Background: an optimization exercise with open tools, aiming at small area. Do not read the settings as production practice.
Only simulation tests tie the RTL to the original design; equivalence was not proved.

==> harbor: inputs <==
// themis_core
module themis_core (
    input  wire        clk,
    input  wire        rst,
    input  wire        ev_valid,
    output wire        ev_ready,
    input  wire [25:0] ev_word,
    output reg         tx_valid,
    output wire        tx_bank,
    output wire [15:0] tx_word,
    output wire [1:0]  bank_sel,
    output wire [3:0]  trig,
    output reg  [31:0] overlap_faults
);
Settings: LEC_CHECK=0, CAP_MARGIN=20, CORE_MARGIN=2, CORE_UTILIZATION=40, SLEW_MARGIN=20, BUFFER_PORTS_ARGS=-buffer_cell sky130_fd_sc_hd__buf_1, CTS_ARGS=-sink_clustering_enable -repair_clock_nets -dont_use_dummy_load -buf_list {sky130_fd_sc_hd__clkbuf_2 sky130_fd_sc_hd__clkbuf_4 sky130_fd_sc_hd__clkbuf_8} -sink_clustering_size 8 -sink_clustering_max_diameter 50; clock period 12.0 ns.
standard.sh (not shown) runs the stock make flow with config.mk's settings and CLKGATE_MAP_FILE= SYNTH_SCRIPT=/design/flow/synth_recipe.tcl, a recipe that flattens the netlist after the stock synthesis.
==> flow/flow/run.sh <==
#!/bin/bash
# The standard ORFS layout, with three changes to how it is made:
#  - the combinational logic of the standard synthesis is re-mapped by ABC for
#    area (flow/resyn.ys, with a few ABC scripts; the smallest result is
#    kept); every register stays the instance the standard synthesis made,
#    with its name and cell type;
#  - ports are buffered with the smallest buffer;
#  - the clock tree uses clkbuf_4 in clusters of at most 8 sinks, without
#    dummy loads.
# Each tool's output goes to a log file in this folder.
set -euo pipefail
W=$(pwd)
R=$W/orfs/results/sky130hd/themis_core/base
LIB=$FLOW_HOME/platforms/sky130hd/lib/sky130_fd_sc_hd__tt_025C_1v80.lib
YOSYS=$(command -v yosys || echo "$FLOW_HOME/../tools/install/yosys/bin/yosys")
cat >> config.mk <<'CFG'
export BUFFER_PORTS_ARGS = -buffer_cell sky130_fd_sc_hd__buf_1
export CTS_ARGS = -sink_clustering_enable -repair_clock_nets -dont_use_dummy_load -buf_list {sky130_fd_sc_hd__clkbuf_2 sky130_fd_sc_hd__clkbuf_4 sky130_fd_sc_hd__clkbuf_8} -sink_clustering_size 8 -sink_clustering_max_diameter 50
CFG
bash standard.sh synth > synth.log 2>&1
cp "$R/1_2_yosys.v" "$W/std_1_2_yosys.v"
R1="strash;ifraig;dc2;dc2;dch,-f;amap,-F,50,-A,30"
R2="strash;ifraig;dc2;dch,-f;amap,-F,50,-A,30"
SCRIPTS=("+$R1;topo" "+$R1;$R2;topo" "+$R1;$R2;$R2;topo" "+$R1;$R2;$R2;$R2;topo")
best=""
bestarea=""
for i in "${!SCRIPTS[@]}"; do
  sed -e "s#@LIB@#$LIB#g" -e "s#@IN@#$W/std_1_2_yosys.v#" -e "s#@OUT@#$W/resyn_$i.v#" \
      -e "s#@SCRIPT@#${SCRIPTS[$i]}#" flow/resyn.ys > "resyn_$i.ys"
  if "$YOSYS" -l "resyn_$i.log" -q "resyn_$i.ys" > "resyn_$i.out" 2>&1; then
    a=$(grep "Chip area for top module" "resyn_$i.log" | tail -1 | awk '{print $NF}')
    if [[ -n "$a" ]] && { [[ -z "$bestarea" ]] || awk -v x="$a" -v y="$bestarea" 'BEGIN{exit !(x < y)}'; }; then
      best=$i
      bestarea=$a
    fi
  fi
done
echo "re-mapped netlist: script $best, area $bestarea" > resyn_choice.log
if [[ -n "$best" ]]; then
  cp "$W/resyn_$best.v" "$R/1_2_yosys.v"
  rm -f "$R/1_synth.odb"
fi
bash standard.sh > standard.log 2>&1
Other scripts of this flow, unchanged in this note and not shown: flow/flow/resyn.ys
==> inputs of tundra, as changes to harbor <==
--- a/flow/design.v
+++ b/flow/design.v
@@ -15,15 +15,15 @@
     localparam [1:0] ST_ATTACK  = 2'd1;
     localparam [1:0] ST_DECAY   = 2'd2;
     localparam [1:0] ST_RELEASE = 2'd3;
     localparam [3:0] S_IDLE = 4'd0,  S_INIT = 4'd1,  S_PIT  = 4'd2,  S_VA  = 4'd3,
                      S_VB   = 4'd4,  S_VF   = 4'd5,  S_PRE  = 4'd6,  S_SGN = 4'd7,
                      S_LOAD = 4'd8,  S_EXT  = 4'd9,  S_DIV  = 4'd10, S_OUT = 4'd11;
     reg [6:0] a_att, a_dec, a_rel, f_att, f_dec, f_rel;
-    reg [7:0] a_sus, f_sus;
+    reg [7:0] a_sus, f_sus;          
     reg [6:0] a_vs, f_vs, kbd, env_amt, cutoff;
     reg [6:0] kbd0;                  
     reg [7:0] midi_note;
     reg [1:0] vca_st, vcf_st;
     reg [7:0] vcf_cnt;               
     reg [31:0] VL, VT, VD, FL, FT, FD;
     reg        pd1, pd2, pd3;         
@@ -36,17 +36,17 @@
     reg       go;
     reg [3:0] job;
     reg       dwrap;                 
     reg       dsec;                  
     reg       sgn;
     reg       need_init;             
     reg       c1, c2;                
-    reg [7:0] acc;                   
+    reg [6:0] acc;                   
     reg       fS, fL, c32;           
-    reg [36:0] W;
+    reg [35:0] W;
     reg [7:0]  R;
     assign ev_ready = (st == S_IDLE) || rst;
     assign bank_sel = bs;
     assign trig     = {drum3 != 5'd0, drum2 != 5'd0, drum1 != 5'd0, drum0 != 5'd0};
     function [4:0] dstep(input [4:0] d);
         dstep = {d[3:0], (d[4] & d[0]) | (!d[4] & d[3] & !d[0])};
     endfunction
@@ -190,33 +190,33 @@
     wire b1  = (swp ? xb : yb) & inb;
     wire b1x = b1 ^ sub1;
     wire c1i = first ? sub1 : c1;
     wire s1  = a1 ^ b1x ^ c1i;
     wire c1n = (a1 & b1x) | (a1 & c1i) | (b1x & c1i);
     wire s1e = s1 & inb;
     reg       ma;
-    reg [7:0] mb;
+    reg [6:0] mb;
     always @(*) begin
         case (masel)
             MA_NVEL: ma = nvel_b;
             MA_S1:   ma = s1e;
             MA_T:    ma = (ma_ft ? FT[27] : VT[0]) & inb;    
             default: ma = 1'b0;
         endcase
         case (mbsel)
-            MB_AVS:  mb = {1'b0, a_vs};
-            MB_FVS:  mb = {1'b0, f_vs};
-            MB_ENV:  mb = {1'b0, env_amt};
-            MB_ASUS: mb = a_sus;
-            MB_FSUS: mb = f_sus;
-            MB_KBD:  mb = {1'b0, kbd0};
-            default: mb = 8'd100;
+            MB_AVS:  mb = a_vs;
+            MB_FVS:  mb = f_vs;
+            MB_ENV:  mb = env_amt;
+            MB_ASUS: mb = a_sus[6:0];
+            MB_FSUS: mb = f_sus[6:0];
+            MB_KBD:  mb = kbd0;
+            default: mb = 7'd100;
         endcase
     end
-    wire [8:0] msum   = (first ? 9'd0 : {1'b0, acc}) + (ma ? {1'b0, mb} : 9'd0);
+    wire [7:0] msum   = (first ? 8'd0 : {1'b0, acc}) + (ma ? {1'b0, mb} : 8'd0);
     wire       mulout = msum[0];
     wire vca_att = (vca_st == ST_ATTACK);
     wire useT    = !c32 || !fS;
     wire vca_wd  = vca_att ? (c32 | s1) : (fL ? (useT ? VT[0] : s1) : VL[0]);
     wire vca_em  = vca_att ? VL[0] : vca_wd;
     wire vca_emit = vca_att | fL;
     wire vcf_att  = (vcf_st == ST_ATTACK);
@@ -251,31 +251,32 @@
     wire c2n = (a2 & b2x) | (a2 & c2i) | (b2x & c2i);
     reg [7:0]  Dm;
     reg        dcin;
     reg [4:0]  kend;
     reg        wq;
     always @(*) begin
         case (job)
-            4'd4:             begin Dm = dsec ? 8'd0 : 8'd127; dcin = !dsec; kend = dsec ? 5'd28 : 5'd25; end
-            4'd0, 4'd2:       begin Dm = 8'd127; dcin = 1'b1; kend = dsec ? 5'd30 : 5'd25; end
-            4'd7, 4'd9:       begin Dm = 8'd254; dcin = 1'b1; kend = 5'd9;  end
-            default:          begin Dm = {1'b0, csel}; dcin = 1'b0; kend = 5'd9;  end
+            4'd4:             begin Dm = dsec ? 8'd0 : 8'd127; dcin = !dsec; kend = dsec ? 5'd27 : 5'd23; end
+            4'd0, 4'd2:       begin Dm = 8'd127; dcin = 1'b1; kend = dsec ? 5'd27 : 5'd23; end
+            4'd7:             begin Dm = a_sus[7] ? 8'd254 : 8'd127; dcin = 1'b1; kend = 5'd7; end
+            4'd9:             begin Dm = f_sus[7] ? 8'd254 : 8'd127; dcin = 1'b1; kend = 5'd7; end
+            default:          begin Dm = {1'b0, csel}; dcin = 1'b0; kend = 5'd7;  end
         endcase
         case (job)
-            4'd0, 4'd2: wq = W[36];
+            4'd0, 4'd2: wq = W[32];
             4'd4:       wq = W[0];       
-            default:    wq = W[15];
+            default:    wq = W[12];
         endcase
     end
     wire        e16  = (job == 4'd0 || job == 4'd2 || job == 4'd4) && !dsec;
-    wire        din  = (!e16 || !dwrap || bc < 5'd10) && W[36];
+    wire        din  = (!e16 || !dwrap || bc < 5'd8) && W[35];
     wire [8:0]  rs   = {R, din};
     wire [9:0]  diff = {1'b0, rs} + {2'b11, ~Dm} + {9'd0, dcin};
     wire        fits = !diff[9];
-    wire [15:0] txs = W[36:21];
+    wire [15:0] txs = W[35:20];
     wire hi_nz    = |txs[14:12];
     wire clamp_hi = ep[0] ? (!txs[15] && hi_nz) : (txs[15] || hi_nz);
     wire clamp_lo = ep[0] && txs[15];
     assign tx_bank = ep[1];
     assign tx_word = {ep[0], 3'b011,
                       clamp_lo ? 12'd0 : (clamp_hi ? 12'hFFF : txs[11:0])};
     wire emitp = go && (st == S_PIT || st == S_VB || st == S_VF);
@@ -311,21 +312,21 @@
         FT <= {we_FT ? wd_FT : FT[0], FT[31:1]};
         FD <= {we_FD ? wd_FD : FD[0], FD[31:1]};
         pd1 <= mulout;
         pd2 <= pd1;
         pd3 <= pd2;
         c1  <= c1n;
         c2  <= c2n;
-        acc <= msum[8:1];
+        acc <= msum[7:1];
         if (st == S_DIV) begin
             R <= fits ? diff[7:0] : rs[7:0];
-            W <= {W[35:0], fits};
+            W <= {W[34:0], fits};
             if (bc31) dwrap <= 1'b1;
         end else begin
-            W <= {w_in, W[36:1]};
+            W <= {w_in, W[35:1]};
             R[7] <= 1'b0;
             if (ext)
                 R[6:0] <= 7'd0;
             else if (is_noteon)
                 R[6:0] <= d2[7] ? 7'd0 : ~d2[6:0];
             else if (p_pre && bc < 5'd7 && job != 4'd4)
                 R[6:0] <= {R[0], R[6:1]};
@@ -352,19 +353,19 @@
                 bs       <= ep[1] ? 2'b10 : 2'b01;
             end
         end
         if (bc31) go <= 1'b1;
         if (rst || ev_reset) begin
             a_att <= 7'd9;  a_dec <= 7'd19; a_rel <= 7'd9;
             f_att <= 7'd9;  f_dec <= 7'd19; f_rel <= 7'd9;
-            a_sus <= 8'd127; f_sus <= 8'd127;
+            a_sus <= 8'd255; f_sus <= 8'd255;    
             a_vs  <= 7'd0;  f_vs  <= 7'd0;  kbd <= 7'd0;  kbd0 <= 7'd0;
             env_amt <= 7'd64; cutoff <= 7'd32;
             midi_note <= 8'd0;
-            vca_st <= ST_IDLE; vcf_st <= ST_IDLE; vcf_cnt <= 8'd0;
+            vca_st <= ST_IDLE; vcf_st <= ST_IDLE;
             drum0 <= 5'd0; drum1 <= 5'd0; drum2 <= 5'd0; drum3 <= 5'd0;
             phase <= 5'd0;
             bs <= 2'b00;
             overlap_faults <= 32'd0;
             tx_valid <= 1'b0;
             need_init <= 1'b1;
             st <= S_IDLE;
@@ -400,34 +401,32 @@
                         endcase
                     end
                     if (is_noteon) begin
                         midi_note <= d1;
                         kbd0      <= kbd;
                         vca_st    <= ST_ATTACK;
                         vcf_st    <= ST_ATTACK;
-                        vcf_cnt   <= {1'b0, f_att};
                         job       <= 4'd2;
                         st        <= need_init ? S_INIT : S_PRE;
                     end
                     if (is_noteoff) begin
                         vca_st  <= ST_RELEASE;
                         vcf_st  <= ST_RELEASE;
-                        vcf_cnt <= {1'b0, f_rel};
                         job     <= 4'd5;
                         st      <= need_init ? S_INIT : S_LOAD;
                     end
                     if (is_cc) begin
                         case (d1)
                             8'd20: a_att   <= cc_val;
                             8'd21: a_dec   <= cc_val;
-                            8'd22: a_sus   <= {cc_val, 1'b0};
+                            8'd22: a_sus   <= {1'b0, cc_val};
                             8'd23: a_rel   <= cc_val;
                             8'd24: f_att   <= cc_val;
                             8'd25: f_dec   <= cc_val;
-                            8'd26: f_sus   <= {cc_val, 1'b0};
+                            8'd26: f_sus   <= {1'b0, cc_val};
                             8'd27: f_rel   <= cc_val;
                             8'd28: a_vs    <= cc_val;
                             8'd29: f_vs    <= cc_val;
                             8'd30: kbd     <= cc_val;
                             8'd31: env_amt <= cc_val;
                             8'd74: cutoff  <= cc_val;
                             default: ;
@@ -454,15 +453,14 @@
                 end
                 S_VF: if (go && bc31) begin
                     st <= S_IDLE;
                     if (vcf_att) begin
                         vcf_cnt <= vcf_cnt - 8'd1;
                         if (vcf_last) begin
                             vcf_st  <= ST_DECAY;
-                            vcf_cnt <= {1'b0, f_dec};
                             job     <= 4'd9;
                             st      <= S_SGN;
                         end
                     end else if (vcf_act) begin
                         vcf_cnt <= vcf_cnt - 8'd1;
                         if (vcf_last && vcf_st == ST_RELEASE)
                             vcf_st <= ST_IDLE;
@@ -472,15 +470,15 @@
                 end
                 S_PRE: if (go && bc31) begin
                     if (job == 4'd2) job <= 4'd0;
                     else st <= S_LOAD;
                 end
                 S_SGN: if (go && bc31) st <= S_LOAD;
                 S_LOAD: if (go && bc31) st <= S_EXT;
-                S_EXT: if (bc == 5'd4) begin
+                S_EXT: if (bc == 5'd3) begin
                     st    <= S_DIV;
                     dwrap <= 1'b0;
                     dsec  <= 1'b0;
                 end
                 S_DIV: if ((dwrap || (dsec && job == 4'd4)) && bc == kend) begin
                     if ((job == 4'd0 || job == 4'd2 || job == 4'd4) && !dsec) begin
                         dsec  <= 1'b1;       
@@ -489,14 +487,16 @@
                     end else begin
                         st <= (job == 4'd4) ? S_VF : S_OUT;
                         go <= bc31;
                     end
                 end
                 S_OUT: if (go && bc31) begin
                     job <= job + 4'd1;
+                    if (job == 4'd3 || job == 4'd6 || job == 4'd10)
+                        vcf_cnt <= {1'b0, csel};
                     case (job)
                         4'd0, 4'd1, 4'd7: st <= S_LOAD;  
                         4'd2, 4'd5, 4'd9: st <= S_SGN;  
                         default: st <= S_IDLE;          
                     endcase
                 end
                 default: st <= S_IDLE;
--- a/flow/flow/run.sh
+++ b/flow/flow/run.sh
@@ -11,15 +11,15 @@
 set -euo pipefail
 W=$(pwd)
 R=$W/orfs/results/sky130hd/themis_core/base
 LIB=$FLOW_HOME/platforms/sky130hd/lib/sky130_fd_sc_hd__tt_025C_1v80.lib
 YOSYS=$(command -v yosys || echo "$FLOW_HOME/../tools/install/yosys/bin/yosys")
 cat >> config.mk <<'CFG'
 export BUFFER_PORTS_ARGS = -buffer_cell sky130_fd_sc_hd__buf_1
-export CTS_ARGS = -sink_clustering_enable -repair_clock_nets -dont_use_dummy_load -buf_list {sky130_fd_sc_hd__clkbuf_2 sky130_fd_sc_hd__clkbuf_4 sky130_fd_sc_hd__clkbuf_8} -sink_clustering_size 8 -sink_clustering_max_diameter 50
+export CTS_ARGS = -sink_clustering_enable -repair_clock_nets -dont_use_dummy_load -buf_list sky130_fd_sc_hd__clkbuf_4 -sink_clustering_size 8 -sink_clustering_max_diameter 50
 CFG
 bash standard.sh synth > synth.log 2>&1
 cp "$R/1_2_yosys.v" "$W/std_1_2_yosys.v"
 R1="strash;ifraig;dc2;dc2;dch,-f;amap,-F,50,-A,30"
 R2="strash;ifraig;dc2;dch,-f;amap,-F,50,-A,30"
 SCRIPTS=("+$R1;topo" "+$R1;$R2;topo" "+$R1;$R2;$R2;topo" "+$R1;$R2;$R2;$R2;topo")
 best=""
Settings changed: CTS_ARGS -sink_clustering_enable -repair_clock_nets -dont_use_dummy_load -buf_list {sky130_fd_sc_hd__clkbuf_2 sky130_fd_sc_hd__clkbuf_4 sky130_fd_sc_hd__clkbuf_8} -sink_clustering_size 8 -sink_clustering_max_diameter 50 to -sink_clustering_enable -repair_clock_nets -dont_use_dummy_load -buf_list sky130_fd_sc_hd__clkbuf_4 -sink_clustering_size 8 -sink_clustering_max_diameter 50.
==> comparison <==
Between tundra and harbor, the lower register-to-register slack is in harbor (gap 770 ps).
Worst setup slack: harbor is lower than tundra (770 ps).
Between tundra and harbor, the lower clock-buffer cell count is in tundra (gap 2).
In tundra the die area is smaller than in harbor, by 1.3%.
Cell count: tundra is lower than harbor (about 0.9%).
Via count: tundra is lower than harbor (1.5%).
In tundra the core utilization is lower than in harbor, by 0.53 points.
==> figures <==
Share of final-layout standard cells stronger than drive strength 1: tundra 0.0569; harbor 0.0499
Final hold slack: tundra 299 ps; harbor 292 ps
Clock tree skew after final layout: tundra 48.2 ps; harbor 57.0 ps
NumNets Final: tundra 1875; harbor 1894
Wire length of the first global-routing pass: tundra 71700 um; harbor 71400 um
Capture point of the worst reg-to-reg path: tundra VD[31]; harbor VT[31]
Multi-input combinational cell count: tundra 1040; harbor 1068
Maximum resistive drop on vdd: tundra 0.135 mV; harbor 0.0834 mV
Run status: tundra complete, no violations; harbor complete, no violations
Number of antenna violations at the first check in global routing: tundra 2; harbor 0
Floorplan Core Area: tundra 38800 um^2; harbor 39600 um^2
Final core utilization: tundra 0.448; harbor 0.453
Post-route setup slack: tundra 4470 ps; harbor 3700 ps
Die Outline Area: tundra 41100 um^2; harbor 41700 um^2
Min-delay src: tundra FT[15]; harbor FT[28]

-- re-timing with driven ports --
The results above use ideal ports. As a check the final layouts listed here were re-extracted and re-timed, cells and wires unchanged.
Step 1 (the two cells are an assumption about what drives the block):
set clk [get_ports {clk}]
set_driving_cell -lib_cell sky130_fd_sc_hd__clkbuf_16 $clk
set_driving_cell -lib_cell sky130_fd_sc_hd__buf_2 [delete_from_list [all_inputs] $clk]
Step 2, shift: input delay + t, output delay - t, t = (earliest + latest rising clock arrival at the registers) / 2. This alone moves slack from input paths to output paths.
a / b / c = ideal ports / drivers / drivers and shift; a / b = the first two.
run | t (ns) | slack for setup (ns) | hold slack, ns
harbor | 0.647 | 3.702 / 3.702 / 3.702 | 0.292 / 0.292 / 0.292
tundra | 0.776 | 4.475 / 4.475 / 4.475 | 0.299 / 0.299 / 0.299
After both steps every run listed still meets setup and hold.
